From an optimization exercise on the open Yosys and OpenROAD flow, aimed at small area; shortcuts taken in it are not production practice. Only simulation tests tie the RTL to the original design; equivalence was not proved. Power is estimated from default activity; no workload was simulated. The clock port is modelled as an ideal driver; clocking choices that lean on that would not hold on a real chip.

Setup of violet:
// ppogatt_te
module ppogatt_te (
    input  wire         clk,
    input  wire         rst,             
    input  wire         init,            
    input  wire         tick,            
    input  wire         tx_ready_in,     
    input  wire         rx_valid,        
    input  wire [5:0]   rx_len,
    input  wire [255:0] rx_data,
    input  wire         sub_valid,       
    input  wire [5:0]   sub_len,
    input  wire [247:0] sub_data,
    output wire         sub_ready,
    output reg          sub_reject,      
    output wire         tx_valid,        
    output wire [5:0]   tx_len,
    output wire [255:0] tx_frame,
    input  wire         tx_busy,         
    output wire         deliver_valid,   
    output wire [4:0]   deliver_len,
    output wire [247:0] deliver_data,
    output wire         log_valid,       
    output wire [2:0]   log_code,
    output wire         conn_lost,       
    output wire [1:0]   link_state       
);
Settings: LEC_CHECK=0, CAP_MARGIN=20, CORE_MARGIN=2, CORE_UTILIZATION=40, PLACE_DENSITY=0.6, SLEW_MARGIN=20; clock period 10.0 ns.
run.sh (not shown) runs the stock make flow with config.mk's settings and CLKGATE_MAP_FILE= SYNTH_SCRIPT=/design/flow/synth_recipe.tcl, a recipe that flattens the netlist after the stock synthesis.
--- input diff violet..nickel ---
- CTS_CLUSTER_SIZE newly set to 20
- CTS_BUF_LIST newly set to sky130_fd_sc_hd__clkbuf_4 sky130_fd_sc_hd__clkbuf_8
==> run summary <==
- Having completed the whole flow, nickel delivered a layout that passed the timing, DRC and antenna checks.
- Final critical-path share of the clock period, nickel and violet, lower one = violet.
- Clock buffer count in the final layout was lower in violet than in nickel.
- violet has a lower insertion delay to the later sink of the worst-skew pair than nickel.
- Ratio of cells with drive above 1 in the final layout (higher): nickel
- When nickel is measured against violet, its fmax turns out about 1.7% lower.
- Diff nickel and violet: global-route wire length before repair higher in nickel
- Summary of nickel over violet: core utilization neither gained nor lost much, met3 layer wire length in the routed design now sits higher.

========
ppogatt_te, a different RTL version from the one above (not shown whole).
For scale: roughly 7500 cells after synthesis, roughly 2400 flip-flops, ~1100 I/O pins, about 0.084 mm² of cells after synthesis.
clock: 10.0 ns
lec_check: 0
cap_margin: 20
core_margin: 2
core_utilization: 65
place_density: 0.8
slew_margin: 20
standard.sh (not shown) runs the stock make flow with config.mk's settings and CLKGATE_MAP_FILE= SYNTH_SCRIPT=/design/flow/synth_recipe.tcl, a recipe that flattens the netlist after the stock synthesis.
==> flow/flow/run.sh <==
#!/bin/bash
# Standard layout, with two changes to how it is made:
#  - the port buffers that buffer_ports inserts are buf_1 cells
#  - clock tree synthesis uses larger sink clusters and inserts no dummy loads
set -uo pipefail
export BUFFER_PORTS_ARGS="-buffer_cell sky130_fd_sc_hd__buf_1"
export CTS_ARGS="-sink_clustering_enable -repair_clock_nets -dont_use_dummy_load -sink_clustering_size 28 -sink_clustering_max_diameter 100"
bash standard.sh > standard.log 2>&1
rc=$?
tail -20 standard.log
exit $rc
The first run ran to the end with no violations.
Then changed:
--- a/flow/flow/run.sh
+++ b/flow/flow/run.sh
@@ -5,5 +5,5 @@
 set -uo pipefail
 export BUFFER_PORTS_ARGS="-buffer_cell sky130_fd_sc_hd__buf_1"
-export CTS_ARGS="-sink_clustering_enable -repair_clock_nets -dont_use_dummy_load -sink_clustering_size 28 -sink_clustering_max_diameter 100"
+export CTS_ARGS="-sink_clustering_enable -repair_clock_nets -dont_use_dummy_load -sink_clustering_size 26 -sink_clustering_max_diameter 100"
 bash standard.sh > standard.log 2>&1
 rc=$?
--- a/flow/config.mk
+++ b/flow/config.mk
@@ -8,5 +8,5 @@
 export CAP_MARGIN = 20
 export CORE_MARGIN = 2
-export CORE_UTILIZATION = 65
-export PLACE_DENSITY = 0.8
+export CORE_UTILIZATION = 55
+export PLACE_DENSITY = 0.7
 export SLEW_MARGIN = 20
What happened: Register-to-register slack improved by 0.22 ns. Power goes up by 1.2%. Core utilization goes down by 11 points.

========
ppogatt_te, a different RTL version from the one above (not shown whole).
Size: ~2400 flip-flops, roughly 0.085 mm² of cells after synthesis.
// ppogatt_te
module ppogatt_te (
    input  wire         clk,
    input  wire         rst,             
    input  wire         init,            
    input  wire         tick,            
    input  wire         tx_ready_in,     
    input  wire         rx_valid,        
    input  wire [5:0]   rx_len,
    input  wire [255:0] rx_data,
    input  wire         sub_valid,       
    input  wire [5:0]   sub_len,
    input  wire [247:0] sub_data,
    output wire         sub_ready,
    output reg          sub_reject,      
    output wire         tx_valid,        
    output wire [5:0]   tx_len,
    output wire [255:0] tx_frame,
    input  wire         tx_busy,         
    output wire         deliver_valid,   
    output wire [4:0]   deliver_len,
    output wire [247:0] deliver_data,
    output wire         log_valid,       
    output wire [2:0]   log_code,
    output wire         conn_lost,       
    output wire [1:0]   link_state       
);
    localparam MAX_RETX        = 5;
    localparam RESET_MAX_RETRY = 5;
    localparam RTO_TICKS       = 6;
    localparam RESET_RTO_TICKS = 10;
    localparam BUSY_WAIT_TICKS = 3;
    localparam [1:0] L_DISC = 2'd0, L_AWAIT = 2'd1, L_EST = 2'd2;
    localparam [1:0] K_DATA = 2'd0, K_ACK = 2'd1, K_RESET_REQ = 2'd2,
                     K_RESET_ACK = 2'd3;
    localparam [2:0] LOG_MALFORMED = 3'd1, LOG_UNKNOWN_CMD = 3'd2,
                     LOG_BUSY_WAIT = 3'd3, LOG_RETX_CEIL = 3'd4,
                     LOG_RESET_CEIL = 3'd5;
    localparam [2:0] A_NONE = 3'd0, A_HOLD = 3'd1, A_RSTACK = 3'd2,
                     A_RSTREQ = 3'd3, A_RTIMEOUT = 3'd4, A_ACK = 3'd5,
                     A_RTO = 3'd6, A_NEWDATA = 3'd7;
  ...
==> flow/config.mk <==
export PLATFORM = sky130hd
export DESIGN_NAME = ppogatt_te
export DESIGN_NICKNAME = ppogatt_te
export VERILOG_FILES = /design/flow/design.v
export SDC_FILE = /design/flow/constraint.sdc
export NUM_CORES = 4
export LEC_CHECK = 0
export CAP_MARGIN = 10
export CORE_MARGIN = 2
export CORE_UTILIZATION = 55
export PLACE_DENSITY = 0.7
export SLEW_MARGIN = 10
==> flow/constraint.sdc <==
create_clock -name core_clock -period 10.0 [get_ports {clk}]
set_input_delay 2.0000 -clock core_clock [delete_from_list [all_inputs] [get_ports {clk}]]
set_output_delay 2.0000 -clock core_clock [all_outputs]
set_load 0.01 [all_outputs]
==> flow/flow/run.sh <==
#!/bin/bash
# Standard layout, with two changes to how it is made:
#  - the port buffers that buffer_ports inserts are buf_1 cells
#  - clock tree synthesis uses larger sink clusters and inserts no dummy loads
set -uo pipefail
export BUFFER_PORTS_ARGS="-buffer_cell sky130_fd_sc_hd__buf_1"
export CTS_ARGS="-sink_clustering_enable -repair_clock_nets -dont_use_dummy_load -sink_clustering_size 32 -sink_clustering_max_diameter 100"
bash standard.sh > standard.log 2>&1
rc=$?
tail -20 standard.log
exit $rc
Change:
--- a/flow/flow/run.sh
+++ b/flow/flow/run.sh
@@ -5,5 +5,5 @@
 set -uo pipefail
 export BUFFER_PORTS_ARGS="-buffer_cell sky130_fd_sc_hd__buf_1"
-export CTS_ARGS="-sink_clustering_enable -repair_clock_nets -dont_use_dummy_load -sink_clustering_size 32 -sink_clustering_max_diameter 100"
+export CTS_ARGS="-sink_clustering_enable -repair_clock_nets -dont_use_dummy_load -sink_clustering_size 26 -sink_clustering_max_diameter 100"
 bash standard.sh > standard.log 2>&1
 rc=$?
--- a/flow/config.mk
+++ b/flow/config.mk
@@ -6,7 +6,7 @@
 export NUM_CORES = 4
 export LEC_CHECK = 0
-export CAP_MARGIN = 10
+export CAP_MARGIN = 20
 export CORE_MARGIN = 2
 export CORE_UTILIZATION = 55
 export PLACE_DENSITY = 0.7
-export SLEW_MARGIN = 10
+export SLEW_MARGIN = 20
First-iteration DRC count increases by about 1.5%.
Critical path depth stays the same.
Via count is about the same.
Setup slack got worse by 0.076 ns.
Utilization climbs by 0.29 points.
Maximum frequency is lower by 1.1%.
Power is higher by about 1.9%.

==> afterwards: timing with drivers on the ports <==
In the flow no input, the clock included, has a driving cell. The finished layouts below were timed again as built, in two steps.
Step 1 sets driving cells, clkbuf_16 on the clock port and buf_2 on the other inputs (assumed; they add their load-dependent delay and slew).
Step 2 also shifts input and output timing later by t, the mid clock arrival at the registers, as if the neighbouring blocks saw the same clock.
a / b / c = no drivers / after step 1 / after step 2; a / b = the first two.
run	t (ns)	setup WS [ns]	worst slew at a driven data input, ns
violet	0.940	2.747 / 2.655 / 3.595	0.29
nickel	1.125	2.622 / 2.534 / 3.659	0.27
the first run of note 2	0.801	2.855 / 2.775 / 3.576	0.23
the second run of note 2	0.811	2.898 / 2.804 / 3.615	0.22
the first run of note 3	0.799	2.900 / 2.815 / 3.614	0.28
the second run of note 3	0.788	2.823 / 2.737 / 3.525	0.26
After both steps setup and hold are still met in every run listed.
